This design comes from an exercise in tuning for small area, a short achievable clock period and few clock cycles on the open sky130 flow, not from production work.
No run shown here included a check of the RTL's function; only the layout flow was run.
Power figures rest on the tool's default switching activity, not on a simulated workload.

==> design.v <==
module st7032_encoder (
    input  wire        clk,
    input  wire        rst,         
    input  wire        cmd_valid,
    output reg         cmd_ready,
    input  wire [15:0] cmd_word,
    input  wire [15:0] cmd_len,
    input  wire        pay_valid,
    output wire        pay_ready,
    input  wire [7:0]  pay_data,
    output reg         rsp_valid,
    output reg  [2:0]  rsp_result,
    output wire [7:0]  rsp_data,
    output wire [3:0]  rsp_step,
    output wire        ev_valid,
    input  wire        ev_ready,
    output wire [2:0]  ev_kind,
    output reg  [7:0]  ev_data,
    input  wire        ev_ok,
    input  wire [7:0]  ev_rdata
);
    localparam [2:0] EV_CFG   = 3'd0;
    localparam [2:0] EV_BEGIN = 3'd1;
    localparam [2:0] EV_WRITE = 3'd2;
    localparam [2:0] EV_END   = 3'd3;
    localparam [2:0] EV_REQ   = 3'd4;
    localparam [2:0] EV_WAIT  = 3'd5;
    localparam [2:0] R_OK        = 3'd0;
    localparam [2:0] R_IGNORED   = 3'd1;
    localparam [2:0] R_NOT_READY = 3'd2;
    localparam [2:0] R_BUS_ERROR = 3'd3;
    localparam [2:0] R_READ_FAIL = 3'd4;
    localparam [2:0] R_INVALID   = 3'd5;
    localparam [4:0] S_CFG   = {2'd0, EV_CFG};
    localparam [4:0] S_BEGIN = {2'd0, EV_BEGIN};
    localparam [4:0] S_WSELI = {2'd0, EV_WRITE};
    localparam [4:0] S_WSELD = {2'd2, EV_WRITE};
    localparam [4:0] S_WBYTE = {2'd1, EV_WRITE};
    localparam [4:0] S_END   = {2'd0, EV_END};
    localparam [4:0] S_REQ   = {2'd0, EV_REQ};
    localparam [4:0] S_WAIT1 = {2'd1, EV_WAIT};
    localparam [4:0] S_WAIT2 = {2'd2, EV_WAIT};
    localparam [4:0] S_WAIT3 = {2'd3, EV_WAIT};
    reg [4:0]  st;          
    reg [3:0]  op;          
    reg        ready;       
    reg        lines2;      
    reg [7:0]  b;           
    reg        bv;          
    reg [15:0] c;           
    reg        pm;          
    reg        dv;          
    reg        sf;          
    wire busy = !cmd_ready;
    wire is_init  = (op == 4'h0);
    wire is_avail = (op == 4'h1);
    wire is_data  = (op[3:1] == 3'b001);
    wire in_write = (st[2:0] == EV_WRITE);
    wire in_wsel  = in_write && !st[3];
    wire in_wbyte = in_write && st[3];
    wire in_end   = (st[2:0] == EV_END);
    wire in_req   = (st[2:0] == EV_REQ);
    wire in_wait  = (st[2:0] == EV_WAIT);
    assign ev_kind   = st[2:0];
    assign ev_valid  = busy && !(in_wbyte && !bv);
    assign pay_ready = pm && (!bv || (in_wbyte && ev_ready));
    assign rsp_data  = b & {8{dv}};
    assign rsp_step  = ~c[3:0] & {4{sf}};
    always @(*) begin
        case (st)
            S_WBYTE: ev_data = b;
            S_WSELI: ev_data = 8'h00;
            S_WSELD: ev_data = 8'h40;
            S_WAIT1: ev_data = 8'h01;
            S_WAIT2: ev_data = 8'h02;
            S_WAIT3: ev_data = 8'h03;
            default: ev_data = 8'h3E;
        endcase
    end
    wire [3:0] w_op = cmd_word[15:12];
    wire [2:0] w_f  = cmd_word[10:8];
    wire [7:0] w_a  = cmd_word[7:0];
    reg w_invalid;
    always @(*) begin
        case (w_op)
            4'h0:       w_invalid = (cmd_word & 16'h0EFF) != 16'd0;
            4'h2:       w_invalid = (cmd_word & 16'h0F00) != 16'd0;
            4'h6:       w_invalid = (cmd_word & 16'h0CFF) != 16'd0;
            4'h7:       w_invalid = (cmd_word & 16'h08FF) != 16'd0;
            4'h8, 4'h9: w_invalid = (cmd_word & 16'h0EFF) != 16'd0;
            4'hA:       w_invalid = (cmd_word & 16'h0F80) != 16'd0;
            4'hB:       w_invalid = (cmd_word & 16'h0E00) != 16'd0;
            4'hF:       w_invalid = 1'b1;
            default:    w_invalid = (cmd_word & 16'h0FFF) != 16'd0;
        endcase
    end
    reg [7:0] w_byte;
    always @(*) begin
        case (w_op)
            4'h0:    w_byte = 8'h38;
            4'h2:    w_byte = w_a;
            4'h4:    w_byte = 8'h01;
            4'h5:    w_byte = 8'h02;
            4'h6:    w_byte = {6'b000001, w_f[1:0]};
            4'h7:    w_byte = {5'b00001, w_f};
            4'h8:    w_byte = {5'b00011, w_f[0], 2'b00};
            4'h9:    w_byte = {5'b00010, w_f[0], 2'b00};
            4'hA:    w_byte = {1'b1, w_a[6:0]};
            4'hB:    w_byte = {1'b1, w_a[6] ^ w_f[0], w_a[5:0]};
            default: w_byte = 8'h00;
        endcase
    end
    wire w_open   = (w_op[3:1] == 3'b000);    
    wire w_notrdy = !w_open && !ready;
    wire w_ignore = (w_op == 4'hB) && w_f[0] && !lines2;
    wire w_run    = !w_invalid && !w_notrdy && !w_ignore;
    wire [2:0] w_res = w_invalid ? R_INVALID : w_notrdy ? R_NOT_READY :
                       w_ignore ? R_IGNORED : R_OK;
    wire [4:0] w_st  = (w_op == 4'h0) ? S_CFG : (w_op[3:2] == 2'b11) ? S_REQ : S_BEGIN;
    reg [7:0] init_next;
    always @(*) begin
        case (~c[3:0])
            4'd1:    init_next = 8'h39;
            4'd2:    init_next = 8'h14;
            4'd3:    init_next = 8'h79;
            4'd4:    init_next = 8'h50;
            4'd5:    init_next = 8'h6C;
            4'd6:    init_next = 8'h0C;
            4'd7:    init_next = 8'h01;
            default: init_next = 8'h06;
        endcase
    end
    reg [7:0] rd_byte;
    always @(*) begin
        case (op[1:0])
            2'b00:   rd_byte = ev_rdata;                   
            2'b01:   rd_byte = {7'b0, ev_rdata[7]};        
            default: rd_byte = {1'b0, ev_rdata[6:0]};      
        endcase
    end
    wire step1 = (c[3:0] == ~4'd1);
    wire step9 = (c[3:0] == ~4'd9);
    wire err   = rsp_result[0];           
    wire acc  = cmd_valid && cmd_ready;
    wire fire = ev_valid && ev_ready;
    wire take = pay_valid && pay_ready;
    wire init_adv = fire && ((st == S_WAIT1 && is_init && !err && !step1 && !step9) ||
                             st == S_WAIT2);
    wire init_bad = fire && st == S_WAIT1 && is_init && err;
    wire done = fire && (in_req || st == S_WAIT3 || (in_end && (is_avail || is_data)) ||
                         (st == S_WAIT1 && (!is_init || err)));
    wire ld_rd = fire && in_req;
    wire ld_ok = fire && in_end;
    reg [4:0] st_fire;
    always @(*) begin
        st_fire = st;
        case (st)
            S_CFG:   st_fire = S_BEGIN;
            S_BEGIN: st_fire = is_avail ? S_END : is_data ? S_WSELD : S_WSELI;
            S_WSELI, S_WSELD: st_fire = (bv || pm) ? S_WBYTE : S_END;
            S_WBYTE: st_fire = pm ? S_WBYTE : S_END;
            S_END:   st_fire = S_WAIT1;
            S_WAIT1: st_fire = step1 ? S_WAIT2 : step9 ? S_WAIT3 : S_BEGIN;
            S_WAIT2: st_fire = S_BEGIN;
            default: st_fire = st;
        endcase
    end
    always @(posedge clk) begin
        if (rst) begin
            cmd_ready <= 1'b1;
            rsp_valid <= 1'b0;
        end else if (acc) begin
            cmd_ready <= !w_run;
            rsp_valid <= !w_run;
        end else if (done) begin
            cmd_ready <= 1'b1;
            rsp_valid <= 1'b1;
        end
    end
    always @(posedge clk) begin
        if (rst)
            ready <= 1'b0;
        else if (acc && w_op == 4'h0 && !w_invalid)
            ready <= 1'b0;
        else if (fire && st == S_WAIT3)
            ready <= 1'b1;
    end
    always @(posedge clk)
        if (acc && w_op == 4'h0 && !w_invalid)
            lines2 <= w_f[0];
    always @(posedge clk)
        if (acc) begin
            op <= w_op;
            st <= w_st;
        end else if (fire) begin
            st <= st_fire;
        end
    always @(posedge clk)
        if (acc)
            rsp_result <= w_res;
        else if (ld_rd)
            rsp_result <= {!ev_ok, 2'b00};
        else if (ld_ok)
            rsp_result <= {1'b0, {2{!is_avail && !ev_ok}}};
    always @(posedge clk)
        if (acc)
            dv <= 1'b0;
        else if (ld_rd || ld_ok)
            dv <= ev_ok && (ld_rd || is_avail);
    always @(posedge clk)
        if (acc)
            sf <= 1'b0;
        else if (init_bad)
            sf <= 1'b1;
    always @(posedge clk)
        if (rst)
            pm <= 1'b0;
        else if (acc)
            pm <= w_run && (w_op == 4'h3) && (cmd_len != 16'd0);
        else if (take)
            pm <= (c != 16'd1);
    always @(posedge clk)
        if (acc || take || init_adv)
            c <= acc ? {cmd_len[15:4], (w_op == 4'h0) ? 4'hE : cmd_len[3:0]} : c - 16'd1;
    always @(posedge clk)
        if (acc)
            bv <= (w_op != 4'h3);
        else if (take || init_adv)
            bv <= 1'b1;
        else if (fire && in_wbyte)
            bv <= 1'b0;
    always @(posedge clk) begin
        if (acc || take || init_adv || ld_rd)
            b[7:1] <= ({7{acc}}      & w_byte[7:1])   |
                      ({7{take}}     & pay_data[7:1]) |
                      ({7{init_adv}} & init_next[7:1]) |
                      ({7{ld_rd}}    & rd_byte[7:1]);
        if (acc || take || init_adv || ld_rd || ld_ok)
            b[0]   <= (acc      & w_byte[0])   |
                      (take     & pay_data[0]) |
                      (init_adv & init_next[0]) |
                      (ld_rd    & rd_byte[0]) |
                      (ld_ok    & ev_ok);
    end
endmodule
==> flow/run.sh <==
#!/bin/bash
set -euo pipefail
cd "$(dirname "$0")/.."
export BUFFER_PORTS_ARGS="-buffer_cell sky130_fd_sc_hd__buf_1"
bash standard.sh finish > make_finish.log 2>&1
==> standard.sh <==
#!/bin/bash
# synth_recipe.tcl (not shown) runs the flow's synth.tcl, then flattens the netlist and writes it again
# the make line also repeats each setting of config.mk as NAME=value (left out here)
make -C /OpenROAD-flow-scripts/flow DESIGN_CONFIG=/design/flow/config.mk WORK_HOME=/design/flow/orfs CLKGATE_MAP_FILE= SYNTH_SCRIPT=/design/flow/synth_recipe.tcl "${@:-finish}"
==> config.mk <==
export PLATFORM = sky130hd
export DESIGN_NAME = st7032_encoder
export DESIGN_NICKNAME = st7032_encoder
export VERILOG_FILES = /design/flow/design.v
export SDC_FILE = /design/flow/constraint.sdc
export NUM_CORES = 4
export LEC_CHECK = 0
export CAP_MARGIN = 20
export CORE_MARGIN = 2
export CORE_UTILIZATION = 40
export SETUP_SLACK_MARGIN = 1.5
export SLEW_MARGIN = 20
==> constraint.sdc <==
create_clock -name core_clock -period 4.0 [get_ports {clk}]
set_input_delay 0.8000 -clock core_clock [delete_from_list [all_inputs] [get_ports {clk}]]
set_output_delay 0.8000 -clock core_clock [all_outputs]
set_load 0.01 [all_outputs]
==> metrics.md, run 1 <==
| Metric | Value |
|---|---|
| Total global routing overflow | `0` |
| Width of the die | `96.36 µm` |
| Post-synthesis async set-or-reset flop share | `0` |
| Worst relative slew slack | `0.4895` |
| Endpoints failing setup | `0` |
| Number of synthesis warnings | `1` |
| Most frequent cell after synthesis | `sky130_fd_sc_hd__nand2_1` |
| Fmax achieved | `0.4015 GHz` |
| Proportion of netlist area held by the largest area contributor | `0.3344` |
| Transition at the pin with the smallest max-transition slack | `757.8 ps` |
| Portion of netlist area occupied by mux cells | `0.008801` |
| Dominant combinational cell family by area after synthesis | `simple AND/OR/NAND/NOR gates` |
| CP cell instances | `buf_6 > nor3b_4 > buf_6 > and3_4 > buf_6` |
| WS Path Type | `reg -> out` |
| Insertion delay of the later-clocked pin in the worst-skew pair | `~310 ps` |
| Arrival time at the worst endpoint | `1690 ps` |
| Number of inserted diodes | `0` |
| FP Rows | `33` |
| Start point of the worst hold path | `sf` |
| Reg-to-reg critical path startpoint | `st[4]` |
| Period utilisation layout | `0.6226` |
| Pins Over Slew Limit | `0` |
| Biggest cell delay along the critical path | `roughly 470 ps` |
| Cell with the largest stage delay on the worst path | `sky130_fd_sc_hd__edfxtp_1` |
| Max rail drop VDD | `around 150 µV` |
| Net switching power figure | `0.3423 mW` |
| Largest fanout on the critical path | `5` |
| Vias in the first global route | `2,977` |
| Proportion of total power due to net switching | `0.3099` |
| Top cells by count, synth | `sky130_fd_sc_hd__nand2_1, sky130_fd_sc_hd__edfxtp_1, sky130_fd_sc_hd__nor2_1` |
| CTS tree | `yes` |
| RD Place Congestion | `0.8860` |
| R2r setup slk | `roughly 1600 ps` |
| Total I/O pin count | `84` |
| Endpoint of the worst-slack reg-to-reg timing path | `c[14]` |
| Routed wire length | `between 10,000 and 15,000 µm` |
| Startpoint class of the critical path | `flop` |
| IO Port Bufs | `a little over 80` |
| Unrepaired setup endpoints after global routing | `yes` |
| Post-detailed-route wirelength per cell | `17.51 µm` |
| Endpoint required time on the critical path | `3200 ps` |
| Layout overhead on the synthesized area | `20.61%` |
| DIE HEIGHT | `96.36 µm` |
| Clock Tree Buf Depth | `2` |
| CTS Hold Buffers Added | `0` |
| Vias | `3,403` |
| Root buffer cell | `sky130_fd_sc_hd__clkbuf_8` |
| Violation count after the first detailed-routing iteration | `approximately 170` |
| Maximum number of pins on one net before global-route repair | `39` |
| GRT Util Overall | `0.2158` |
| Synthesized-area fraction occupied by and/or/nand/nor cells | `0.2754` |
| Post-DRT Antenna Nets | `0` |
| Top_reg_cell synth | `sky130_fd_sc_hd__edfxtp_1` |
| Number of standard cells after synthesis | `391` |
| Cell type with the highest aggregate area in the netlist | `sky130_fd_sc_hd__edfxtp_1` |
| Effective utilization at floorplan | `0.4132` |
| Fraction of power consumed by combinational cells | `0.232` |
| Core box area | `8258 µm²` |
| Number of enable flip-flop cells after synthesis | `38` |
| Worst-case setup margin in the final layout | `~1500 ps` |
| Area share of fa/ha/maj cells after synthesis | `0.03667` |
| Flops & latches, synth | `44` |
| Post-synthesis instance area | `3412 µm²` |
| Run status | `complete, no violations` |
| Initial antenna violation count | `0` |
| Syn_area_per_cell | `8.726 µm²` |
| Worst slack at placement | `1246 ps` |
| Part of the total power dissipated in the clock network | `0.255` |
| Most common cell on crit path | `sky130_fd_sc_hd__buf_6` |
| Post-synthesis net count | `~460` |
| Hold Fails Final Rpt | `0` |
| Xor-xnor portion of the synthesized cell area | `0.03080` |
| Crit. End Element | `primary output` |
| Ranking of synthesized cells by area | `sky130_fd_sc_hd__edfxtp_1, sky130_fd_sc_hd__nand2_1, sky130_fd_sc_hd__o21ai_0` |
| Static leakage power | `1.395 nW` |
| Global-route wire length before repair | `15,140 µm` |
| Number of remaining DRC errors | `0` |
| Startpoint of the most critical setup path | `st[0]` |
| Worst hold endpoint | `sf` |
| Maximum clock skew at final layout | `roughly 21 ps` |
| Cells on Worst Hold Path | `2` |
| Portion of the post-synthesis area used by sequential elements | `0.3696` |
| Pwr per Cell Area | `268.4 nW/µm²` |
| Proportion of layout cells with a drive suffix above 1 | `0.1556` |
| Sequential share of power | `0.513` |
| Post-CTS clock slew at the launch and capture registers of the worst setup and hold paths | `around 100 ps` |
| Pre-Repair DR Iteration Count | `5` |
| Per-cell via count in the routed design | `5.797` |
| Max-capacitance violation count | `0` |
| Cts bufs inserted | `5` |
| Die area | `9285 µm²` |
| Number of nets in the layout | `545` |
| Sinks on the clock net | `44` |
| Detailed-placement wirelength estimate | `7456 µm` |
| Power Internal | `0.7622 mW` |
| Depth of the most critical reg-to-reg path | `7` |
| Worst min path class | `reg -> reg` |
| Count of cell types in the netlist | `between 60 and 70` |
| Area fraction in compound gates after synthesis | `0.2336` |
| Final-layout setup total negative slack | `0 ps` |
| Clock H-tree levels | `2` |
| Clock period minus final worst setup slack | `2490 ps` |
[worst max path at each step]
| stage | to | slack, ps | cells past startpoint |
|---|---|---|---|
| floorplan | lines2 | 1580 | 7 |
| global placement | rsp_result[0] | 1280 | 8 |
| detailed placement | lines2 | 1250 | 7 |
| CTS | ev_data[7] | 1530 | 5 |
| global route | ev_data[7] | 1450 | 5 |
| finish | ev_data[7] | 1510 | 5 |
[sequential cells by signal, indices dropped and copies added, names as in the netlist, 3 cells and up]
register	flops
b	8
op	4
st	5
c	16
rsp_result	3
[cell usage in the layout, fill, tap and decap left out, drive strengths merged, types with 3 or more instances in the layout]
cell type	count
buf	103
nand2	42
edfxtp	38
o21ai	35
nor2	34
a21oi	27
nor3	16
nor2b	14
inv	11
a31oi	11
and2	10
nand3	10
nor4	10
ha	10
xnor2	9
clkbuf	8
nand2b	7
dfxtp	6
or4	6
a22oi	5
o21a	4
a2bb2oi	3
o211ai	3
mux2i	3
nand3b	3
xor2	3
a31o	3
and3	3
o22ai	3
or2	3
nor3b	3
[cell type report]
type                    instances  area, µm²
clock buffers                   6      72.57
repair buffers                105      509.2
flip-flops and latches         44       1261
fillers                       832       4143
well taps                     105      131.4
clock inverters                 2      12.51
inverters                      13      52.55
multi-input cells             312       2076
[what timing repair did]
| item | in CTS | in global routing |
|---|---|---|
| setup endpoints to repair | 30 | 42 |
| endpoints found under the hold margin | 0 | 0 |
| gates resized for setup | 4 | 31 |
| pin swaps | 0 | 5 |
| setup buffers | 18 | 2 |
[through the flow]
stage,utilization,power (mW),hold slack (ps),cell area [µm²],std cells
after floorplan,-,0.7196,475.8,3412,391
after global placement,0.4559,0.7932,565.6,3765,559
after detailed placement,0.4559,0.7948,603.2,3765,559
after CTS,0.4859,1.094,626.2,4013,585
after global routing,0.4983,1.154,663.2,4115,587
final,0.4983,1.104,622.3,4115,587
[worst max-delay path, delay by kind of cell, from the launching register on]
kind | cells | cell delay [ps]
buf+inv | 3 | 430
simple gates | 2 | 490
flops | 1 | 470
[power groups by stage]
stage	registers, mW	logic (mW)	clock network (mW)
6_report	0.566	0.256	0.282
2_1_floorplan	0.562	0.157	0
4_1_cts	0.565	0.241	0.288
3_3_place_gp	0.583	0.210	0
5_1_grt	0.570	0.280	0.303
3_5_place_dp	0.584	0.211	0
[per-layer routing]
layer	GRT usage	part of all wire
met2	0.3524	0.48
met1	0.3039	0.45
met4	0.05282	0.0098
met3	0.02662	0.059
met5	0	0
[kinds of logic (layout without fill, tap and decap cells)]
kind of cell    count (synthesis)  count (layout)
buf+inv                        35             126
flops                          44              44
compound gates                119             119
xor+xnor                       12              12
mux                             3               3
fa+ha+maj                      10              10
simple gates                  168             168
==> run 2, diff against run 1 <==
--- a/config.mk
+++ b/config.mk
@@ -9,4 +9,4 @@
 export CORE_MARGIN = 2
 export CORE_UTILIZATION = 40
-export SETUP_SLACK_MARGIN = 1.5
+export SETUP_SLACK_MARGIN = 0
 export SLEW_MARGIN = 20
==> run 2 against run 1 <==
Against the previous run:
- clock-buffer cell count is the same
- critical path depth shrank 1
- first-iteration DRC count grew 28%
- sequential power grew 2%
- register-to-register slack lost 310 ps
- non-clock buffer count shrank 20
- power shrank 3.2%
- global-route usage shrank 0.78 points
- clock skew is essentially flat
- critical endpoint is now ev_data[6]
==> metrics.md, run 2 <==
| Metric | Value |
|---|---|
| Cell type with the highest aggregate area in the netlist | `sky130_fd_sc_hd__edfxtp_1` |
| Worst min path class | `reg -> reg` |
| Max rail drop VDD | `150.4 µV (-0.39%)` |
| Vias | `3,295 (-3.2%)` |
| Net switching power figure | `0.3299 mW (-3.6%)` |
| FP Rows | `33 (unchanged)` |
| Ranking of synthesized cells by area | `sky130_fd_sc_hd__edfxtp_1, sky130_fd_sc_hd__nand2_1, sky130_fd_sc_hd__o21ai_0` |
| Endpoint required time on the critical path | `3200 ps (about the same)` |
| Routed wire length | `9797 µm (-4.7%)` |
| Count of cells resized by post-cts repair | `0 (-4)` |
| Post-synthesis instance area | `3412 µm² (unchanged)` |
| Pins Over Slew Limit | `0 (unchanged)` |
| Static leakage power | `1.267 nW (-9.1%)` |
| Core box area | `8258 µm² (unchanged)` |
| Fmax achieved | `0.3454 GHz (-14%)` |
| Post-detailed-route wirelength per cell | `17.28 µm (-1.3%)` |
| Number of remaining DRC errors | `0 (unchanged)` |
| Maximum number of pins on one net before global-route repair | `39 (unchanged)` |
| Pre-Repair DR Iteration Count | `5 (unchanged)` |
| Start point of the worst hold path | `sf` |
| Post-synthesis net count | `455 (unchanged)` |
| Clock Tree Buf Depth | `2 (unchanged)` |
| Most frequent cell after synthesis | `sky130_fd_sc_hd__nand2_1` |
| Sinks on the clock net | `44 (unchanged)` |
| Crit. End Element | `primary output` |
| Biggest register | `c` |
| Part of the total power dissipated in the clock network | `0.263 (+0.008)` |
| Violation count after the first detailed-routing iteration | `216 (+28%)` |
| CTS Hold Buffers Added | `0 (unchanged)` |
| Largest fanout on the critical path | `21 (+16)` |
| Startpoint of the most critical setup path | `st[3]` |
| Post-DRT Antenna Nets | `0 (unchanged)` |
| Insertion delay of the later-clocked pin in the worst-skew pair | `310 ps (about the same)` |
| Number of inserted diodes | `0 (unchanged)` |
| Global-route wire length before repair | `14,610 µm (-3.5%)` |
| Unrepaired setup endpoints after global routing | `no` |
| Endpoints failing setup | `0 (unchanged)` |
| Sequential share of power | `0.538 (+0.025)` |
| Hold Fails Final Rpt | `0 (unchanged)` |
| Total global routing overflow | `0 (unchanged)` |
| Post-CTS setup-driven buffer insertion count | `0 (-18)` |
| Post-synthesis async set-or-reset flop share | `0 (unchanged)` |
| Cts bufs inserted | `5 (unchanged)` |
| Leading cell type in the layout, fill and taps excluded | `sky130_fd_sc_hd__buf_1` |
| Initial antenna violation count | `0 (unchanged)` |
| Reg-to-reg critical path startpoint | `st[3]` |
| Clock H-tree levels | `2 (unchanged)` |
| Total I/O pin count | `84 (unchanged)` |
| Layout overhead on the synthesized area | `12.83%` |
| Number of synthesis warnings | `1 (unchanged)` |
| Final-layout setup total negative slack | `0 ps (unchanged)` |
| RD Place Congestion | `0.8860 (unchanged)` |
| Biggest registers after layout | `c x16, b x8, st x5` |
| GRT Util Overall | `0.2080 (-0.007839)` |
| Power Internal | `0.7391 mW (-3.0%)` |
| Max-capacitance violation count | `0 (unchanged)` |
| Root buffer cell | `sky130_fd_sc_hd__clkbuf_8` |
| Vias in the first global route | `2,871 (-3.6%)` |
| DIE HEIGHT | `96.36 µm (unchanged)` |
| Clock period minus final worst setup slack | `2895 ps (+404.4 ps)` |
| Die area | `9285 µm² (unchanged)` |
| Non-filler cells in the finished layout | `567 (-3.4%)` |
| Syn_area_per_cell | `8.726 µm² (unchanged)` |
| Number of nets in the layout | `525 (-3.7%)` |
| Flops & latches, synth | `44 (unchanged)` |
| WS Path Type | `reg -> out` |
| IO Port Bufs | `83 (unchanged)` |
| Max FFs per register | `16 (unchanged)` |
| Pwr per Cell Area | `277.7 nW/µm² (+3.5%)` |
| Number of enable flip-flop cells after synthesis | `38 (unchanged)` |
| Period utilisation layout | `0.7237 (+0.1011)` |
| Width of the die | `96.36 µm (unchanged)` |
| Post-CTS clock slew at the launch and capture registers of the worst setup and hold paths | `100 ps (about the same)` |
| Count of cell types in the netlist | `69 (unchanged)` |
| Tot Pwr | `1.069 mW (-3.2%)` |
| Proportion of total power due to net switching | `0.3086 (-0.001292)` |
| Detailed-placement wirelength estimate | `7456 µm (unchanged)` |
| Fraction of power consumed by combinational cells | `0.199 (-0.033)` |
| Startpoint class of the critical path | `flop` |
| Count of placed standard cells including taps | `559 (unchanged)` |
| Proportion of netlist area held by the largest area contributor | `0.3344 (unchanged)` |
| Maximum clock skew at final layout | `21.40 ps (+0.3791 ps)` |
| Transition at the pin with the smallest max-transition slack | `854.5 ps (+96.70 ps)` |
| Run status | `complete, no violations` |
| Per-cell via count in the routed design | `5.811 (+0.24%)` |
| Top cells by count, synth | `sky130_fd_sc_hd__nand2_1, sky130_fd_sc_hd__edfxtp_1, sky130_fd_sc_hd__nor2_1` |
| Commonest cells after routing, fill and taps aside | `sky130_fd_sc_hd__buf_1, sky130_fd_sc_hd__nand2_1, sky130_fd_sc_hd__edfxtp_1` |
| Proportion of layout cells with a drive suffix above 1 | `0.07143 (-0.08417)` |
| Effective utilization at floorplan | `0.4132 (unchanged)` |
| Portion of the post-synthesis area used by sequential elements | `0.3696 (unchanged)` |
| CTS tree | `yes` |
| Number of standard cells after synthesis | `391 (unchanged)` |
| Arrival time at the worst endpoint | `2090 ps (+400 ps)` |
| Worst relative slew slack | `0.4303 (-0.05913)` |
| Top_reg_cell synth | `sky130_fd_sc_hd__edfxtp_1` |
[run 2: logic make-up (layout without fill, tap and decap cells)]
logic type,Yosys count,after routing,synth area share
simple gates,168,168,0.2754
compound gates,119,119,0.2336
flops,44,44,0.3696
buf+inv,35,106,0.04510
xor+xnor,12,12,0.03081
fa+ha+maj,10,10,0.03667
mux,3,3,0.008801
[run 2: final cells by class]
class / instances / area [µm²]
clock buffers: 6 / 72.57
clock inverters: 2 / 12.51
fillers: 844 / 4408
inverters: 13 / 48.80
multi-input cells: 312 / 1997
flip-flops and latches: 44 / 1261
well taps: 105 / 131.4
repair buffers: 85 / 326.6
[run 2: power groups by stage]
| stage | Sequential (mW) | Combinational (mW) | Clock, mW |
|---|---|---|---|
| after detailed placement | 0.584 | 0.211 | 0 |
| after global routing | 0.579 | 0.236 | 0.305 |
| after floorplan | 0.562 | 0.157 | 0 |
| after global placement | 0.583 | 0.210 | 0 |
| after CTS | 0.574 | 0.212 | 0.288 |
| final | 0.575 | 0.213 | 0.282 |
[run 2: worst max-delay path, cell delays in order, from the launching register on]
cell and delay (ps):
sky130_fd_sc_hd__edfxtp_1 810, sky130_fd_sc_hd__nor2b_1 560, sky130_fd_sc_hd__a21oi_1 140, sky130_fd_sc_hd__nor2_1 110
sky130_fd_sc_hd__buf_1 160
[run 2: worst paths after layout]
check	depth (start not counted)	slack [ps]	end
hold reg to reg	2	620	sf
setup / recovery	4	1110	ev_data[6]
hold / removal	2	620	sf
setup reg to reg	4	1250	st[0]
[run 2: layer usage]
layer,share of wire,vias up,GRT usage
li1,-,1595,-
met1,0.46,1561,0.2957
met2,0.47,128,0.3351
met3,0.064,11,0.02662
met4,0.011,0,0.05164
met5,0,-,0
[run 2: through the flow]
| stage | hold WS, ps | setup WS [ps] | util | instance area (µm²) |
|---|---|---|---|---|
| final | 618.1 | 1105 | 0.4662 | 3850 |
| after global routing | 663.8 | 1039 | 0.4662 | 3850 |
| after CTS | 626.2 | 1117 | 0.4662 | 3850 |
| after detailed placement | 603.2 | 1246 | 0.4559 | 3765 |
| after global placement | 565.6 | 1284 | 0.4559 | 3765 |
| after floorplan | 475.8 | 1584 | - | 3412 |
==> run 3, diff against run 2 <==
--- a/config.mk
+++ b/config.mk
@@ -9,4 +9,4 @@
 export CORE_MARGIN = 2
 export CORE_UTILIZATION = 40
-export SETUP_SLACK_MARGIN = 0
+export SETUP_SLACK_MARGIN = 2.0
 export SLEW_MARGIN = 20
==> run 3 against run 2 <==
Against the previous run:
- synthesized cell count stayed put
- cell area is 29% higher
- clock-buffer cell count is 1 lower
- critical endpoint is now ev_data[0]
- cell count is 11% higher
- critical path depth is 2 higher
- highest routed layer unchanged
==> metrics.md, run 3 <==
| Metric | Value |
|---|---|
| Run status | `complete, no violations` |
| Sequential share of power | `0.465 (-0.073)` |
| Routed wire length | `11,330 µm (+16%)` |
| Number of standard cells after synthesis | `391 (unchanged)` |
| Transition at the pin with the smallest max-transition slack | `469.1 ps (-385.4 ps)` |
| Count of placed standard cells including taps | `559 (unchanged)` |
| FP Rows | `33 (unchanged)` |
| Top cells by count, synth | `sky130_fd_sc_hd__nand2_1, sky130_fd_sc_hd__edfxtp_1, sky130_fd_sc_hd__nor2_1` |
| Vias in the first global route | `3,198 (+11%)` |
| Endpoint required time on the critical path | `3200 ps (about the same)` |
| Fmax achieved | `0.4151 GHz (+20%)` |
| Total global routing overflow | `0 (unchanged)` |
| Fraction of power consumed by combinational cells | `0.306 (+0.107)` |
| Pins Over Slew Limit | `0 (unchanged)` |
| Pre-Repair DR Iteration Count | `6 (+1)` |
| Tot Pwr | `1.204 mW (+13%)` |
| Non-filler cells in the finished layout | `629 (+11%)` |
| Vias | `3,597 (+9.2%)` |
| Max FFs per register | `16 (unchanged)` |
| Die area | `9285 µm² (unchanged)` |
| Depth of the most critical reg-to-reg path | `8 (+4)` |
| Pwr per Cell Area | `242.3 nW/µm² (-13%)` |
| Endpoints failing setup | `0 (unchanged)` |
| Detailed-placement wirelength estimate | `7748 µm (+3.9%)` |
| Clock period minus final worst setup slack | `2409 ps (-485.9 ps)` |
| Worst hold margin | `631.3 ps (+13.24 ps)` |
| Largest fanout on the critical path | `6 (-71%)` |
| Worst-case setup margin in the final layout | `1591 ps (+485.9 ps)` |
| Portion of the post-synthesis area used by sequential elements | `0.3696 (unchanged)` |
| Initial antenna violation count | `0 (unchanged)` |
| RD Place Congestion | `0.9056 (+2.2%)` |
| Biggest registers after layout | `c x16, b x8, st x5` |
| DIE HEIGHT | `96.36 µm (unchanged)` |
| WS Path Type | `reg -> out` |
| Cts bufs inserted | `5 (unchanged)` |
| Worst slack at placement | `1233 ps (-13.71 ps)` |
| Unrepaired setup endpoints after global routing | `yes` |
| Crit. End Element | `primary output` |
| Ranking of synthesized cells by area | `sky130_fd_sc_hd__edfxtp_1, sky130_fd_sc_hd__nand2_1, sky130_fd_sc_hd__o21ai_0` |
| GRT Util Overall | `0.2333 (+0.02535)` |
| Cell type with the highest aggregate area in the netlist | `sky130_fd_sc_hd__edfxtp_1` |
| Proportion of layout cells with a drive suffix above 1 | `0.3435 (+0.2721)` |
| Max-capacitance violation count | `0 (unchanged)` |
| Proportion of netlist area held by the largest area contributor | `0.3344 (unchanged)` |
| Effective utilization at floorplan | `0.4132 (unchanged)` |
| Net switching power figure | `0.3858 mW (+17%)` |
| Static leakage power | `1.783 nW (+41%)` |
| Most frequent cell after synthesis | `sky130_fd_sc_hd__nand2_1` |
| Insertion delay of the later-clocked pin in the worst-skew pair | `300 ps (about the same)` |
| Count of cell types in the netlist | `69 (unchanged)` |
| Post-Route Utilization | `0.6018 (+0.1356)` |
| Number of nets in the layout | `587 (+12%)` |
| Hold Fails Final Rpt | `0 (unchanged)` |
| Syn_area_per_cell | `8.726 µm² (unchanged)` |
| Violation count after the first detailed-routing iteration | `235 (+8.8%)` |
| Worst min path class | `reg -> reg` |
| Part of the total power dissipated in the clock network | `0.229 (-0.034)` |
| Layout overhead on the synthesized area | `45.65%` |
| Post-synthesis net count | `455 (unchanged)` |
| Commonest cells after routing, fill and taps aside | `sky130_fd_sc_hd__buf_1, sky130_fd_sc_hd__buf_4, sky130_fd_sc_hd__edfxtp_1` |
| Biggest register | `c` |
| Maximum number of pins on one net before global-route repair | `34 (-13%)` |
| Number of remaining DRC errors | `0 (unchanged)` |
| Post-CTS clock slew at the launch and capture registers of the worst setup and hold paths | `90 ps (about the same)` |
| Max rail drop VDD | `123.8 µV (-18%)` |
| CTS tree | `yes` |
| Width of the die | `96.36 µm (unchanged)` |
| Post-synthesis async set-or-reset flop share | `0 (unchanged)` |
| Period utilisation layout | `0.6022 (-0.1215)` |
| Power Internal | `0.8183 mW (+11%)` |
| IO Port Bufs | `83 (unchanged)` |
| Core box area | `8258 µm² (unchanged)` |
| Root buffer cell | `sky130_fd_sc_hd__clkbuf_8` |
| Post-detailed-route wirelength per cell | `18.02 µm (+4.3%)` |
| Total I/O pin count | `84 (unchanged)` |
| Per-cell via count in the routed design | `5.719 (-1.6%)` |
| Proportion of total power due to net switching | `0.3204 (+0.01181)` |
| Leading cell type in the layout, fill and taps excluded | `sky130_fd_sc_hd__buf_1` |
| Arrival time at the worst endpoint | `1610 ps (-480 ps)` |
| Post-DRT Antenna Nets | `0 (unchanged)` |
| Clock H-tree levels | `2 (unchanged)` |
| Worst relative slew slack | `0.6868 (+0.2565)` |
| Clock Tree Buf Depth | `2 (unchanged)` |
| Top_reg_cell synth | `sky130_fd_sc_hd__edfxtp_1` |
| Final-layout setup total negative slack | `0 ps (unchanged)` |
| Maximum clock skew at final layout | `4.762 ps (-16.64 ps)` |
| Global-route wire length before repair | `16,310 µm (+12%)` |
| Area after DPL | `3859 µm² (+2.5%)` |
| Sinks on the clock net | `44 (unchanged)` |
| Number of synthesis warnings | `1 (unchanged)` |
| Count of filler cells inserted in the layout | `725 (-14%)` |
| Final standard cell area without fillers | `4970 µm² (+29%)` |
| Post-synthesis instance area | `3412 µm² (unchanged)` |
| Number of inserted diodes | `0 (unchanged)` |
| Cells on Worst Hold Path | `2 (unchanged)` |
| Flops & latches, synth | `44 (unchanged)` |
| Number of enable flip-flop cells after synthesis | `38 (unchanged)` |
| Startpoint class of the critical path | `flop` |
## run 3: power groups by stage
stage	Combinational, mW	Clock, mW	Sequential [mW]
6_report	0.368	0.275	0.560
3_5_place_dp	0.226	0	0.584
4_1_cts	0.318	0.276	0.558
5_1_grt	0.395	0.297	0.563
3_3_place_gp	0.223	0	0.582
2_1_floorplan	0.171	0	0.563
## run 3: logic make-up after synthesis
kind of cell               after synthesis  synth area share
AOI/OAI and AO/OA                      119            0.2336
xor gates and xnor gates                12           0.03081
adders and majority gates               10           0.03667
buffers and inverters                   35           0.04510
DFF                                     44            0.3696
muxes                                    3          0.008801
and+or+nand+nor                        168            0.2754
## run 3: what timing repair did
action / 4_1_cts / 5_1_grt
hold buffers: 0 / 0
pin swaps: 21 / 21
gates cloned: 1 / 0
resized for setup: 73 / 68
buffers inserted: 45 / 16
endpoints found under the setup margin: 83 / 67
## run 3: worst max-delay path: stages, from the launching register on
cell                       delay, ps
sky130_fd_sc_hd__edfxtp_1        470
sky130_fd_sc_hd__buf_6           160
sky130_fd_sc_hd__nor3b_4         160
sky130_fd_sc_hd__buf_6           160
sky130_fd_sc_hd__nand3b_1        100
sky130_fd_sc_hd__a21boi_2        120
sky130_fd_sc_hd__buf_2           130
## run 3: area by class of cell
type / instances / area (µm²) / area share
tap: 105 / 131.4 / 0.02644
timing repair buffer: 146 / 904.6 / 0.1820
sequential: 44 / 1261 / 0.2538
clock buffer: 5 / 68.82 / 0.01385
clock inverter: 3 / 13.76 / 0.002769
inverter: 13 / 77.57 / 0.01561
timing repair inverter: 1 / 7.507 / 0.001511
multi-input combinational: 312 / 2505 / 0.5040
## run 3: per-layer routing
layer,part of all wire,vias to the layer above,GRT usage
met5,0,-,0
met4,0.017,0,0.05869
met3,0.057,19,0.03367
met2,0.49,141,0.3848
met1,0.43,1718,0.3219
li1,-,1719,-
## run 3: worst paths after layout
| kind | end | startpoint | slack (ps) |
|---|---|---|---|
| worst max-delay path | ev_data[0] | st[0] | 1590 |
| worst max register to register | b[7] | st[4] | 1900 |
| worst min-delay path | sf | sf | 630 |
| worst min register to register | sf | sf | 630 |
==> run 4, diff against run 3 <==
--- a/config.mk
+++ b/config.mk
@@ -9,4 +9,4 @@
 export CORE_MARGIN = 2
 export CORE_UTILIZATION = 40
-export SETUP_SLACK_MARGIN = 2.0
+export SETUP_SLACK_MARGIN = 2.5
 export SLEW_MARGIN = 20
==> run 4 against run 3 <==
Against the previous run:
- still clean on timing, DRC and antenna
- sequential power grew 0.7%
- cell area rose by 14%
- critical endpoint unchanged
- cell count increased by 5.4%
- non-clock buffer count increased by 34
==> metrics.md, run 4 <==
| Metric | Value |
|---|---|
| Run status | `complete, no violations` |
| Transition at the pin with the smallest max-transition slack | `589.1 ps (+120.0 ps)` |
| Hold Fails Final Rpt | `0 (unchanged)` |
| Post-CTS clock slew at the launch and capture registers of the worst setup and hold paths | `90 ps (about the same)` |
| Total I/O pin count | `84 (unchanged)` |
| Post-synthesis async set-or-reset flop share | `0 (unchanged)` |
| Global-route wire length before repair | `17,620 µm (+8.0%)` |
| Routed wire length | `12,260 µm (+8.2%)` |
| Number of synthesis warnings | `1 (unchanged)` |
| Part of the total power dissipated in the clock network | `0.275 (+0.046)` |
| Initial antenna violation count | `0 (unchanged)` |
| Cell with the largest stage delay on the worst path | `sky130_fd_sc_hd__edfxtp_1` |
| Top cells by count, synth | `sky130_fd_sc_hd__nand2_1, sky130_fd_sc_hd__edfxtp_1, sky130_fd_sc_hd__nor2_1` |
| Clock period minus final worst setup slack | `2472 ps (+62.62 ps)` |
| Pins Over Slew Limit | `0 (unchanged)` |
| Root buffer cell | `sky130_fd_sc_hd__clkbuf_8` |
| FP Rows | `33 (unchanged)` |
| Max rail drop VDD | `128.0 µV (+3.4%)` |
| Max-capacitance violation count | `0 (unchanged)` |
| Post-synthesis net count | `455 (unchanged)` |
| Leading cell type in the layout, fill and taps excluded | `sky130_fd_sc_hd__buf_4` |
| Biggest registers after layout | `c x16, b x8, st x5` |
| Biggest register | `c` |
| Arrival time at the worst endpoint | `1670 ps (+60 ps)` |
| Number of standard cells after synthesis | `391 (unchanged)` |
| Post-DRT Antenna Nets | `0 (unchanged)` |
| Worst relative slew slack | `0.6030 (-0.08385)` |
| Pwr per Cell Area | `237.4 nW/µm² (-2.0%)` |
| CTS tree | `yes` |
| WS Path Type | `reg -> out` |
| Most frequent cell after synthesis | `sky130_fd_sc_hd__nand2_1` |
| Number of remaining DRC errors | `0 (unchanged)` |
| Die area | `9285 µm² (unchanged)` |
| Width of the die | `96.36 µm (unchanged)` |
| Vias | `3,739 (+3.9%)` |
| Clock H-tree levels | `2 (unchanged)` |
| Max FFs per register | `16 (unchanged)` |
| Proportion of total power due to net switching | `0.3073 (-0.01308)` |
| Maximum clock skew at final layout | `10.79 ps (+6.024 ps)` |
| Number of enable flip-flop cells after synthesis | `38 (unchanged)` |
| Startpoint class of the critical path | `flop` |
| Worst hold margin | `542.1 ps (-89.24 ps)` |
| DIE HEIGHT | `96.36 µm (unchanged)` |
| Final-layout setup total negative slack | `0 ps (unchanged)` |
| Post-synthesis instance area | `3412 µm² (unchanged)` |
| Top_reg_cell synth | `sky130_fd_sc_hd__edfxtp_1` |
| Portion of the post-synthesis area used by sequential elements | `0.3696 (unchanged)` |
| Detailed-placement wirelength estimate | `7623 µm (-1.6%)` |
| Pre-Repair DR Iteration Count | `4 (-2)` |
| Core box area | `8258 µm² (unchanged)` |
| Violation count after the first detailed-routing iteration | `185 (-21%)` |
| Effective utilization at floorplan | `0.4132 (unchanged)` |
| Proportion of layout cells with a drive suffix above 1 | `0.4713 (+0.1278)` |
| Fraction of power consumed by combinational cells | `0.305 (about the same)` |
| Depth of the most critical reg-to-reg path | `11 (+3)` |
| Syn_area_per_cell | `8.726 µm² (unchanged)` |
| Ranking of synthesized cells by area | `sky130_fd_sc_hd__edfxtp_1, sky130_fd_sc_hd__nand2_1, sky130_fd_sc_hd__o21ai_0` |
| Largest fanout on the critical path | `6 (unchanged)` |
| Vias in the first global route | `3,494 (+9.3%)` |
| Count of cell types in the netlist | `69 (unchanged)` |
| Power Internal | `0.9297 mW (+14%)` |
| Cells on Worst Hold Path | `2 (unchanged)` |
| Clock Tree Buf Depth | `2 (unchanged)` |
| Unrepaired setup endpoints after global routing | `yes` |
| Total global routing overflow | `0 (unchanged)` |
| Sequential share of power | `0.420 (-0.045)` |
| Biggest cell delay along the critical path | `470 ps (about the same)` |
| Number of inserted diodes | `0 (unchanged)` |
| Cts bufs inserted | `5 (unchanged)` |
| Static leakage power | `2.132 nW (+20%)` |
| Endpoints failing setup | `0 (unchanged)` |
| IO Port Bufs | `83 (unchanged)` |
| Net switching power figure | `0.4125 mW (+6.9%)` |
| Sinks on the clock net | `44 (unchanged)` |
| Fmax achieved | `0.4046 GHz (-2.5%)` |
| CP cell instances | `buf_6 > nor3b_4 > buf_12 > nand3b_1 > a21boi_2 > buf_2` |
| Worst min path class | `reg -> reg` |
| Endpoint required time on the critical path | `3200 ps (about the same)` |
| Layout overhead on the synthesized area | `65.71%` |
| Insertion delay of the later-clocked pin in the worst-skew pair | `300 ps (about the same)` |
| Commonest cells after routing, fill and taps aside | `sky130_fd_sc_hd__buf_4, sky130_fd_sc_hd__buf_1, sky130_fd_sc_hd__buf_6` |
| Per-cell via count in the routed design | `5.640 (-1.4%)` |
| Maximum number of pins on one net before global-route repair | `40 (+18%)` |
| Flops & latches, synth | `44 (unchanged)` |
| Number of nets in the layout | `621 (+5.8%)` |
| Crit. End Element | `primary output` |
| RD Place Congestion | `0.9111 (+0.61%)` |
| Period utilisation layout | `0.6179 (+0.01565)` |
| GRT Util Overall | `0.2522 (+0.01891)` |
| Cell type with the highest aggregate area in the netlist | `sky130_fd_sc_hd__edfxtp_1` |
| Post-detailed-route wirelength per cell | `18.49 µm (+2.6%)` |
| Proportion of netlist area held by the largest area contributor | `0.3344 (unchanged)` |
==> run 4: cell count changes in the layout (fill, tap and decap cells not counted), moves of 6 or more <==
cell                      change
sky130_fd_sc_hd__o21ai_0     -11
sky130_fd_sc_hd__buf_1       -16
sky130_fd_sc_hd__nor2_1       -9
sky130_fd_sc_hd__and2_1       -9
sky130_fd_sc_hd__buf_4       +13
sky130_fd_sc_hd__o21ai_1     +11
sky130_fd_sc_hd__nor2_4       +6
sky130_fd_sc_hd__buf_6       +30
sky130_fd_sc_hd__and2_4       +9
==> run 4: path summary, 6_finish.rpt <==
check | startpoint | to | slack, ps
setup reg to reg | st[2] | bv | 1660
hold / removal | sf | sf | 540
hold reg to reg | sf | sf | 540
setup / recovery | st[2] | ev_data[0] | 1530
==> run 4: routing by layer <==
layer,wire [µm],up-vias,global-route usage
met5,0,-,0
met4,316,0,0.07864
met3,548,24,0.02976
met2,6338,114,0.4259
met1,5059,1811,0.3376
li1,-,1790,-
==> run 4: per-stage QoR <==
stage	util	setup slack, ps	std cells	power [mW]	instance area (µm²)
after floorplan	-	1685	391	0.7745	3899
after global placement	0.4970	1257	557	0.8338	4104
after detailed placement	0.4970	1211	557	0.8367	4104
after CTS	0.6259	1552	637	1.300	5169
after global routing	0.6847	1445	663	1.400	5654
final	0.6847	1528	663	1.342	5654
==> run 4: final cells by class <==
cell class / count / area, µm²
Multi-Input combinational cell: 312 / 2646
Fill cell: 650 / 2604
Timing Repair Buffer: 180 / 1365
Sequential cell: 44 / 1271
Tap cell: 105 / 131.4
Inverter: 13 / 107.6
Clock buffer: 6 / 82.58
Clock inverter: 2 / 38.79
Timing Repair inverter: 1 / 11.26
==> run 4: critical path: cells and delay by family, from the launching register on <==
kind	cells	cell delay (ps)
flops	1	470
buf+inv	3	450
simple gates	2	320
compound gates	1	120
==> run 4: repair_timing <==
action                                  CTS  global route
setup buffers                            71            26
gates resized for setup                 113            75
gates cloned                              1             0
endpoints found under the setup margin  104           103
pin swaps                                39            38
hold buffers                              0             0
==> run 4: power groups by stage <==
stage | registers [mW] | logic (mW) | clock network (mW)
2_1_floorplan | 0.567 | 0.208 | 0
3_3_place_gp | 0.588 | 0.246 | 0
6_report | 0.564 | 0.410 | 0.369
3_5_place_dp | 0.589 | 0.248 | 0
4_1_cts | 0.560 | 0.364 | 0.375
5_1_grt | 0.568 | 0.440 | 0.392
==> run 4: kinds of logic (layout without fill, tap and decap cells) <==
logic type	count (synthesis)	after routing	share of synthesized area
flops	44	44	0.3696
xor+xnor	12	12	0.03081
simple gates	168	168	0.2754
compound gates	119	119	0.2336
mux	3	3	0.008801
fa+ha+maj	10	10	0.03667
buf+inv	35	202	0.04510
==> run 5, diff against run 4 <==
--- a/design.v
+++ b/design.v
@@ -220,7 +220,14 @@
         else if (take)
             pm <= (c != 16'd1);
-    always @(posedge clk)
-        if (acc || take || init_adv)
-            c <= acc ? {cmd_len[15:4], (w_op == 4'h0) ? 4'hE : cmd_len[3:0]} : c - 16'd1;
+    wire [16:0] bo;                       
+    assign bo[0] = take || init_adv;
+    genvar gi;
+    generate
+        for (gi = 0; gi < 16; gi = gi + 1) begin : g_borrow
+            assign bo[gi + 1] = bo[gi] && !c[gi];
+        end
+    endgenerate
+    always @(posedge clk)
+        c <= acc ? {cmd_len[15:4], (w_op == 4'h0) ? 4'hE : cmd_len[3:0]} : c ^ bo[15:0];
     always @(posedge clk)
         if (acc)
@@ -230,16 +237,11 @@
         else if (fire && in_wbyte)
             bv <= 1'b0;
-    always @(posedge clk) begin
-        if (acc || take || init_adv || ld_rd)
-            b[7:1] <= ({7{acc}}      & w_byte[7:1])   |
-                      ({7{take}}     & pay_data[7:1]) |
-                      ({7{init_adv}} & init_next[7:1]) |
-                      ({7{ld_rd}}    & rd_byte[7:1]);
-        if (acc || take || init_adv || ld_rd || ld_ok)
-            b[0]   <= (acc      & w_byte[0])   |
-                      (take     & pay_data[0]) |
-                      (init_adv & init_next[0]) |
-                      (ld_rd    & rd_byte[0]) |
-                      (ld_ok    & ev_ok);
-    end
+    wire b_hold = !(acc || take || init_adv || ld_rd || ld_ok);
+    always @(posedge clk)
+        b <= ({8{acc}}      & w_byte)    |
+             ({8{take}}     & pay_data)  |
+             ({8{init_adv}} & init_next) |
+             ({8{ld_rd}}    & rd_byte)   |
+             {7'b0, ld_ok & ev_ok}       |
+             ({8{b_hold}}   & b);
 endmodule
--- a/config.mk
+++ b/config.mk
@@ -9,4 +9,4 @@
 export CORE_MARGIN = 2
 export CORE_UTILIZATION = 40
-export SETUP_SLACK_MARGIN = 2.5
+export SETUP_SLACK_MARGIN = 1.0
 export SLEW_MARGIN = 20
==> run 5 against run 4 <==
Against the previous run:
- utilization fell by 15 points
- first-iteration DRC count rose by 7.6%
- sequential share of layout area rose by 4.0 points
- power fell by 19%
- clock power fell by 14%
- maximum frequency fell by 33%
- clock-buffer cell count rose by 1
- setup slack got worse by 1200 ps
- critical endpoint is now c[15]
- largest power group unchanged
==> metrics.md, run 5 <==
| Metric | Value |
|---|---|
| Layout overhead on the synthesized area | `27.59%` |
| Root buffer cell | `sky130_fd_sc_hd__clkbuf_8` |
| Top cells by count, synth | `sky130_fd_sc_hd__nor2_1, sky130_fd_sc_hd__a21oi_1, sky130_fd_sc_hd__dfxtp_1` |
| Vias in the first global route | `2,946 (-16%)` |
| Vias | `3,160 (-15%)` |
| Biggest registers after layout | `c x16, b x8, st x5` |
| Worst relative slew slack | `0.4694 (-0.1336)` |
| Clock period minus final worst setup slack | `3716 ps (+1245 ps)` |
| Portion of the post-synthesis area used by sequential elements | `0.3365 (-0.03314)` |
| Maximum clock skew at final layout | `10.24 ps (-0.5422 ps)` |
| Count of cell types in the netlist | `64 (-7.2%)` |
| CP cell instances | `or4_4 > o41a_1 > nor2_4 > nor2_4 > inv_2 > ha_4 > ha_4 > ha_4 > ha_4 > ha_4 > ha_4 > ha_4 > ha_4 > ha_4 > ha_4 > ha_4 > ha_4 > ha_4 > ha_4 > ha_4 > xnor2_1 > o21ai_1` |
| Leading cell type in the layout, fill and taps excluded | `sky130_fd_sc_hd__buf_1` |
| GR met2 Demand/Resource | `0.3710 (-0.05494)` |
| Sinks on the clock net | `44 (unchanged)` |
| Total global routing overflow | `0 (unchanged)` |
| Post-CTS clock slew at the launch and capture registers of the worst setup and hold paths | `90 ps (about the same)` |
| Number of nets in the layout | `540 (-13%)` |
| Biggest register | `c` |
| Detailed-placement wirelength estimate | `7378 µm (-3.2%)` |
| Flops & latches, synth | `44 (unchanged)` |
| Most crowded layer after global routing | `met2` |
| Number of inserted diodes | `0 (unchanged)` |
| Arrival time at the worst endpoint | `3910 ps (+2240 ps)` |
| Fmax achieved | `0.2691 GHz (-33%)` |
| Transition at the pin with the smallest max-transition slack | `795.9 ps (+206.8 ps)` |
| Run status | `complete, no violations` |
| Clock Tree Buf Depth | `2 (unchanged)` |
| Top_reg_cell synth | `sky130_fd_sc_hd__dfxtp_1` |
| Max FFs per register | `16 (unchanged)` |
| DIE HEIGHT | `91.10 µm (-5.5%)` |
| Final-layout setup total negative slack | `0 ps (unchanged)` |
| Max-capacitance violation count | `0 (unchanged)` |
| Period utilisation layout | `0.9291 (+0.3112)` |
| GRT Util Overall | `0.2277 (-0.02455)` |
| Post-synthesis async set-or-reset flop share | `0 (unchanged)` |
| Largest fanout on the critical path | `2 (-4)` |
| Startpoint class of the critical path | `flop` |
| Post-synthesis instance area | `3034 µm² (-11%)` |
| Count of filler cells inserted in the layout | `737 (+13%)` |
| Startpoint of the most critical setup path | `op[1]` |
| RD Place Congestion | `0.8961 (-1.6%)` |
| Pre-Repair DR Iteration Count | `5 (+1)` |
| Crit. End Element | `flop` |
| Hold Fails Final Rpt | `0 (unchanged)` |
| Number of standard cells after synthesis | `380 (-2.8%)` |
| Core box area | `7292 µm² (-12%)` |
| Number of enable flip-flop cells after synthesis | `14 (-63%)` |
| Effective utilization at floorplan | `0.4161 (+0.002913)` |
| Violation count after the first detailed-routing iteration | `199 (+7.6%)` |
| WS Path Type | `reg -> reg` |
| Met1 Resource Use GR | `0.3077 (-0.02989)` |
| Worst min path class | `reg -> reg` |
| Worst hold margin | `498.8 ps (-43.28 ps)` |
| FP Rows | `31 (-6.1%)` |
| Endpoints failing setup | `0 (unchanged)` |
| Per-cell via count in the routed design | `5.534 (-1.9%)` |
| Maximum number of pins on one net before global-route repair | `42 (+5.0%)` |
| Number of synthesis warnings | `1 (unchanged)` |
| Post-Route Utilization | `0.5309 (-0.1538)` |
| Ranking of synthesized cells by area | `sky130_fd_sc_hd__dfxtp_1, sky130_fd_sc_hd__edfxtp_1, sky130_fd_sc_hd__ha_1` |
| Proportion of netlist area held by the largest area contributor | `0.1979 (-0.1365)` |
| IO Port Bufs | `83 (unchanged)` |
| Commonest cells after routing, fill and taps aside | `sky130_fd_sc_hd__buf_1, sky130_fd_sc_hd__nor2_1, sky130_fd_sc_hd__dfxtp_1` |
| Non-filler cells in the finished layout | `571 (-14%)` |
| Routed wire length | `9382 µm (-23%)` |
| Cell with the largest stage delay on the worst path | `sky130_fd_sc_hd__or4_4` |
| Static leakage power | `1.443 nW (-32%)` |
| Initial antenna violation count | `0 (unchanged)` |
| Count of placed standard cells including taps | `555 (-0.36%)` |
| Unrepaired setup endpoints after global routing | `yes` |
| Most common cell on crit path | `sky130_fd_sc_hd__ha_4` |
| Post-DRT Antenna Nets | `0 (unchanged)` |
| Width of the die | `91.10 µm (-5.5%)` |
| Post-synthesis net count | `449 (-1.3%)` |
| Cts bufs inserted | `5 (unchanged)` |
| Total I/O pin count | `84 (unchanged)` |
| Post-detailed-route wirelength per cell | `16.43 µm (-11%)` |
| Grt met3 use | `0.03154 (+0.001778)` |
| Pwr per Cell Area | `279.2 nW/µm² (+18%)` |
| Biggest cell delay along the critical path | `550 ps (+80 ps)` |
| Insertion delay of the later-clocked pin in the worst-skew pair | `300 ps (about the same)` |
| Start point of the worst hold path | `b[7]` |
| Area after DPL | `3699 µm² (-9.9%)` |
| Max rail drop VDD | `147.9 µV (+16%)` |
| Endpoint required time on the critical path | `4190 ps (+990 ps)` |
| CTS Hold Buffers Added | `0 (unchanged)` |
| Final standard cell area without fillers | `3871 µm² (-32%)` |
| Global-route wire length before repair | `15,040 µm (-15%)` |
| Syn_area_per_cell | `7.985 µm² (-8.5%)` |
| Most frequent cell after synthesis | `sky130_fd_sc_hd__nor2_1` |
| Cell type with the highest aggregate area in the netlist | `sky130_fd_sc_hd__dfxtp_1` |
| CTS tree | `yes` |
| Pins Over Slew Limit | `0 (unchanged)` |
| Clock H-tree levels | `2 (unchanged)` |
| Reg-to-reg critical path startpoint | `op[1]` |
| Proportion of layout cells with a drive suffix above 1 | `0.1398 (-0.3315)` |
| Number of remaining DRC errors | `0 (unchanged)` |
| Die area | `8298 µm² (-11%)` |
## run 5: cell types whose count changed after synthesis, sizes merged, moves of 4 or more
cell    previous run  this run
dfxtp              6        30
edfxtp            38        14
inv               12        28
nand2             42        27
o21ai             35        24
a31oi             11         4
xnor2              9         3
a21oi             27        32
ha                10        15
or4                6         1
a222oi             1         5
and3b              1         5
o221ai             0         4
## run 5: cells by family after synthesis
family	Yosys count	share of synthesized area
flip-flops	44	0.3365
XOR/XNOR	3	0.008661
AND/OR/NAND/NOR	157	0.2804
adder cells (fa/ha/maj)	15	0.06186
AO/OA/AOI/OAI	105	0.2243
buffers and inverters	51	0.07175
multiplexers	5	0.01650
## run 5: worst paths after layout
check / endpoint / slack, ps / cells after the start
setup / recovery: c[15] / 280 / 22
hold / removal: b[7] / 500 / 2
setup reg to reg: c[15] / 280 / 22
hold reg to reg: b[7] / 500 / 2
## run 5: layout make-up
class,count,area [µm²],share of cell area
Clock buffer,7,97.59,0.02521
Clock inverter,1,5.005,0.001293
Inverter,29,108.9,0.02812
Multi-Input combinational cell,285,2028,0.5239
Sequential cell,44,1023,0.2644
Tap cell,99,123.9,0.03200
Timing Repair Buffer,106,484.2,0.1251
## run 5: layer usage
layer | vias to the layer above | wire length, µm
li1 | 1579 | -
met1 | 1463 | 4321
met2 | 102 | 4365
met3 | 16 | 427
met4 | 0 | 267
met5 | - | 0
## run 5: critical path, delay by kind of cell (launching register included)
| family | cells | cell delay, ps |
|---|---|---|
| flops | 1 | 400 |
| fa+ha+maj | 15 | 1850 |
| simple gates | 3 | 740 |
| compound gates | 2 | 430 |
| xor+xnor | 1 | 110 |
| buf+inv | 1 | 70 |
## run 5: metrics by stage
step	power, mW	setup WS, ps
after floorplan	0.6825	185.7
after global placement	0.7624	51.34
after detailed placement	0.7665	25.80
after CTS	1.084	295.9
after global routing	1.141	174.8
final	1.081	283.6
## run 5: timing repair
| action | 4_1_cts | 5_1_grt |
|---|---|---|
| pin swaps | 3 | 0 |
| resized for setup | 2 | 1 |
| endpoints found under the setup margin | 8 | 8 |
| buffers inserted | 4 | 4 |
## run 5: power breakdown
group	internal (mW)	switching [mW]	leakage [nW]	total, mW
Clock	0.160	0.158	0.0534	0.318
Combinational	0.0973	0.143	1.00	0.240
Sequential	0.496	0.0261	0.387	0.522
Total	0.754	0.327	1.44	1.08
==> run 6, diff against run 5 <==
--- a/config.mk
+++ b/config.mk
@@ -9,4 +9,4 @@
 export CORE_MARGIN = 2
 export CORE_UTILIZATION = 40
-export SETUP_SLACK_MARGIN = 1.0
+export SETUP_SLACK_MARGIN = 1.5
 export SLEW_MARGIN = 20
==> run 6 against run 5 <==
Against the previous run:
- worst hold slack better by 19 ps
- register-to-register slack hardly changed
- combinational power is about 10% higher
- clock-buffer cell count up 1
- clock power up 14%
- setup slack got worse by 1.9 ps
- utilization up 2.0 points
- via count grew 2.4%
- power is 6.2% higher
- critical endpoint unchanged
==> metrics.md, run 6 <==
| Metric | Value |
|---|---|
| Clock Tree Buf Depth | `2 (unchanged)` |
| Pins Over Slew Limit | `0 (unchanged)` |
| Max FFs per register | `16 (unchanged)` |
| Number of remaining DRC errors | `0 (unchanged)` |
| Maximum clock skew at final layout | `11.62 ps (+1.373 ps)` |
| Depth of the most critical reg-to-reg path | `22 (unchanged)` |
| Final standard cell area without fillers | `4018 µm² (+3.8%)` |
| Startpoint class of the critical path | `flop` |
| Cells on Worst Hold Path | `2 (unchanged)` |
| IO Port Bufs | `83 (unchanged)` |
| Top_reg_cell synth | `sky130_fd_sc_hd__dfxtp_1` |
| RD Place Congestion | `0.9392 (+4.8%)` |
| WS Path Type | `reg -> reg` |
| Post-synthesis net count | `449 (unchanged)` |
| Fmax achieved | `0.2689 GHz (about the same)` |
| Post-synthesis instance area | `3034 µm² (unchanged)` |
| GRT Util Overall | `0.2340 (+0.006376)` |
| Crit. End Element | `flop` |
| Run status | `complete, no violations` |
| Total global routing overflow | `0 (unchanged)` |
| Routed wire length | `9600 µm (+2.3%)` |
| Insertion delay of the later-clocked pin in the worst-skew pair | `310 ps (about the same)` |
| Syn_area_per_cell | `7.985 µm² (unchanged)` |
| Vias | `3,235 (+2.4%)` |
| FP Rows | `31 (unchanged)` |
| Clock H-tree levels | `2 (unchanged)` |
| Commonest cells after routing, fill and taps aside | `sky130_fd_sc_hd__buf_1, sky130_fd_sc_hd__nor2_1, sky130_fd_sc_hd__dfxtp_1` |
| Flops & latches, synth | `44 (unchanged)` |
| Violation count after the first detailed-routing iteration | `172 (-14%)` |
| Area after DPL | `3720 µm² (+0.58%)` |
| Max rail drop VDD | `161.1 µV (+8.9%)` |
| Post-synthesis async set-or-reset flop share | `0 (unchanged)` |
| Static leakage power | `1.518 nW (+5.2%)` |
| Endpoints failing setup | `0 (unchanged)` |
| Tot Pwr | `1.148 mW (+6.2%)` |
| Cell type with the highest aggregate area in the netlist | `sky130_fd_sc_hd__dfxtp_1` |
| Worst min path class | `reg -> reg` |
| Core box area | `7292 µm² (unchanged)` |
| Period utilisation layout | `0.9296 (about the same)` |
| Start point of the worst hold path | `sf` |
| Global-route wire length before repair | `15,300 µm (+1.7%)` |
| Biggest registers after layout | `c x16, b x8, st x5` |
| Per-cell via count in the routed design | `5.626 (+1.7%)` |
| Biggest register | `c` |
| Count of placed standard cells including taps | `555 (unchanged)` |
| Largest fanout on the critical path | `2 (unchanged)` |
| Reg-to-reg critical path startpoint | `op[1]` |
| Transition at the pin with the smallest max-transition slack | `864.7 ps (+68.75 ps)` |
| Number of standard cells after synthesis | `380 (unchanged)` |
| Post-detailed-route wirelength per cell | `16.70 µm (+1.6%)` |
| Worst hold endpoint | `sf` |
| Non-filler cells in the finished layout | `575 (+0.70%)` |
| Unrepaired setup endpoints after global routing | `yes` |
| R2r setup slk | `280 ps (about the same)` |
| Storage element area | `1022 µm² (-0.12%)` |
| Layout overhead on the synthesized area | `32.41%` |
| Number of enable flip-flop cells after synthesis | `14 (unchanged)` |
| Hold Fails Final Rpt | `0 (unchanged)` |
| Cts bufs inserted | `5 (unchanged)` |
| Effective utilization at floorplan | `0.4161 (unchanged)` |
| Proportion of netlist area held by the largest area contributor | `0.1979 (unchanged)` |
| Width of the die | `91.10 µm (unchanged)` |
| Portion of the post-synthesis area used by sequential elements | `0.3365 (unchanged)` |
| Max-capacitance violation count | `0 (unchanged)` |
| Worst relative slew slack | `0.4188 (-0.05063)` |
| CTS tree | `yes` |
| Leading cell type in the layout, fill and taps excluded | `sky130_fd_sc_hd__buf_1` |
| Pre-Repair DR Iteration Count | `6 (+1)` |
| Proportion of layout cells with a drive suffix above 1 | `0.1933 (+0.05345)` |
| Worst hold margin | `517.5 ps (+18.67 ps)` |
| Pwr per Cell Area | `285.7 nW/µm² (+2.3%)` |
| Initial antenna violation count | `0 (unchanged)` |
| Root buffer cell | `sky130_fd_sc_hd__clkbuf_8` |
| Clock period minus final worst setup slack | `3718 ps (+1.893 ps)` |
| Top cells by count, synth | `sky130_fd_sc_hd__nor2_1, sky130_fd_sc_hd__a21oi_1, sky130_fd_sc_hd__dfxtp_1` |
| Sinks on the clock net | `44 (unchanged)` |
| Ranking of synthesized cells by area | `sky130_fd_sc_hd__dfxtp_1, sky130_fd_sc_hd__edfxtp_1, sky130_fd_sc_hd__ha_1` |
| Detailed-placement wirelength estimate | `7499 µm (+1.6%)` |
| Endpoint required time on the critical path | `4200 ps (about the same)` |
| Vias in the first global route | `2,941 (-0.17%)` |
| Die area | `8298 µm² (unchanged)` |
| Count of filler cells inserted in the layout | `722 (-2.0%)` |
| Final-layout setup total negative slack | `0 ps (unchanged)` |
| Maximum number of pins on one net before global-route repair | `42 (unchanged)` |
| Number of synthesis warnings | `1 (unchanged)` |
| Count of cell types in the netlist | `64 (unchanged)` |
| Post-CTS clock slew at the launch and capture registers of the worst setup and hold paths | `80 ps (about the same)` |
| DIE HEIGHT | `91.10 µm (unchanged)` |
| Total I/O pin count | `84 (unchanged)` |
| Most frequent cell after synthesis | `sky130_fd_sc_hd__nor2_1` |
| Number of inserted diodes | `0 (unchanged)` |
| Number of nets in the layout | `544 (+0.74%)` |
| Post-DRT Antenna Nets | `0 (unchanged)` |
| Endpoint of the worst-slack reg-to-reg timing path | `c[15]` |
| Multi-input gate area in the final layout | `2100 µm² (+3.5%)` |
| Arrival time at the worst endpoint | `3920 ps (about the same)` |
| CTS Hold Buffers Added | `0 (unchanged)` |
==> run 6: cell counts after synthesis <==
Identical to the previous run, type by type.
==> run 6: metal layers <==
layer  track usage  vias up  wire length [µm]  part of all wire
met1        0.3185     1491              4283              0.45
met3       0.04979       14               718             0.075
li1              -     1587                 -                 -
met2        0.3617      143              4325              0.45
met5             0        -                 0                 0
met4       0.09343        0               272             0.028
==> run 6: worst max-delay path, cell delays in order, from the launching register on <==
cell,delay (ps)
sky130_fd_sc_hd__edfxtp_1,390
sky130_fd_sc_hd__or4_4,560
sky130_fd_sc_hd__o41a_1,360
sky130_fd_sc_hd__nor2_4,120
sky130_fd_sc_hd__nor2_4,50
sky130_fd_sc_hd__inv_2,70
sky130_fd_sc_hd__ha_4,130
sky130_fd_sc_hd__ha_4,120
sky130_fd_sc_hd__ha_4,120
sky130_fd_sc_hd__ha_4,130
sky130_fd_sc_hd__ha_4,130
sky130_fd_sc_hd__ha_4,130
sky130_fd_sc_hd__ha_4,130
sky130_fd_sc_hd__ha_4,120
sky130_fd_sc_hd__ha_4,120
sky130_fd_sc_hd__ha_4,120
sky130_fd_sc_hd__ha_4,120
sky130_fd_sc_hd__ha_4,130
sky130_fd_sc_hd__ha_4,130
sky130_fd_sc_hd__ha_4,130
sky130_fd_sc_hd__ha_4,110
sky130_fd_sc_hd__xnor2_1,110
sky130_fd_sc_hd__o21ai_1,70
==> run 6: final cells by class <==
class                      instances  share of cell area
multi-input combinational        285              0.5226
clock buffer                       8             0.03052
sequential                        44              0.2544
inverter                          29             0.02709
timing repair buffer             110              0.1345
tap                               99             0.03083
==> run 6: worst max-delay path by stage <==
stage          startpoint    end  slack, ps  depth (start not counted)
3_3_place_gp     ev_ready  c[15]         50                         23
6_report            op[1]  c[15]        280                         22
4_1_cts             op[1]  c[15]        260                         22
5_1_grt             op[1]  c[15]        130                         22
3_5_place_dp     ev_ready  c[15]        -20                         23
2_1_floorplan    ev_ready  c[15]        190                         22
==> run 6: logic make-up (layout without fill, tap and decap cells) <==
family	count (synthesis)	count (layout)	share of synthesized area
AO/OA/AOI/OAI	105	105	0.2243
XOR/XNOR	3	3	0.008661
adder cells (fa/ha/maj)	15	15	0.06186
flip-flops	44	44	0.3365
multiplexers	5	5	0.01650
AND/OR/NAND/NOR	157	157	0.2804
buffers and inverters	51	147	0.07175
==> run 6: power by group <==
group / total [mW] / internal (mW) / switching [mW]
Sequential: 0.522 / 0.496 / 0.0257
Clock: 0.361 / 0.200 / 0.161
Combinational: 0.265 / 0.111 / 0.154
Total: 1.15 / 0.807 / 0.341
==> run 6: timing repair <==
action                                  4_1_cts  5_1_grt
endpoints found under the setup margin       23       32
gates resized for setup                      10       21
pin swaps                                     4        1
buffers inserted                              6        6
hold endpoints to repair                      0        0
==> run 6: per-stage QoR <==
stage | util | setup slack (ps)
after floorplan | - | 185.7
after global placement | 0.5101 | 47.64
after detailed placement | 0.5101 | -17.21
after CTS | 0.5376 | 262.1
after global routing | 0.5510 | 132.7
final | 0.5510 | 281.7

static timing again, ports no longer ideal:
The results above use ideal ports. As a check the final layouts listed here were re-extracted and re-timed, cells and wires unchanged.
Step 1 sets driving cells, clkbuf_16 on the clock port and buf_2 on the other inputs (assumed; they add their load-dependent delay and slew).
Step 2 moves the port delays by t, midway between the first and last clock arrival at a register: inputs arrive t later, outputs are due t later. That takes back most of the time a late clock gives input paths.
Slacks: no drivers / after step 1 / after step 2; pairs: no drivers / after step 1.
run | t, ns | setup WS [ns] | clock arrival spread, ns
run 1 | 0.326 | 1.510 / 1.480 / 1.294 | 0.021 / 0.021
run 2 | 0.326 | 1.105 / 1.075 / 1.224 | 0.022 / 0.022
run 3 | 0.327 | 1.591 / 1.561 / 1.515 | 0.005 / 0.005
run 4 | 0.328 | 1.528 / 1.498 / 1.514 | 0.010 / 0.011
run 5 | 0.328 | 0.284 / 0.284 / 0.005 | 0.010 / 0.010
run 6 | 0.331 | 0.282 / 0.282 / -0.005 | 0.012 / 0.011
Met with ideal ports but missed after step 2: setup timing in run 6. The setup slack of run 6, which loses most, moves by 0.000 ns with the drivers and by -0.287 ns with both steps.
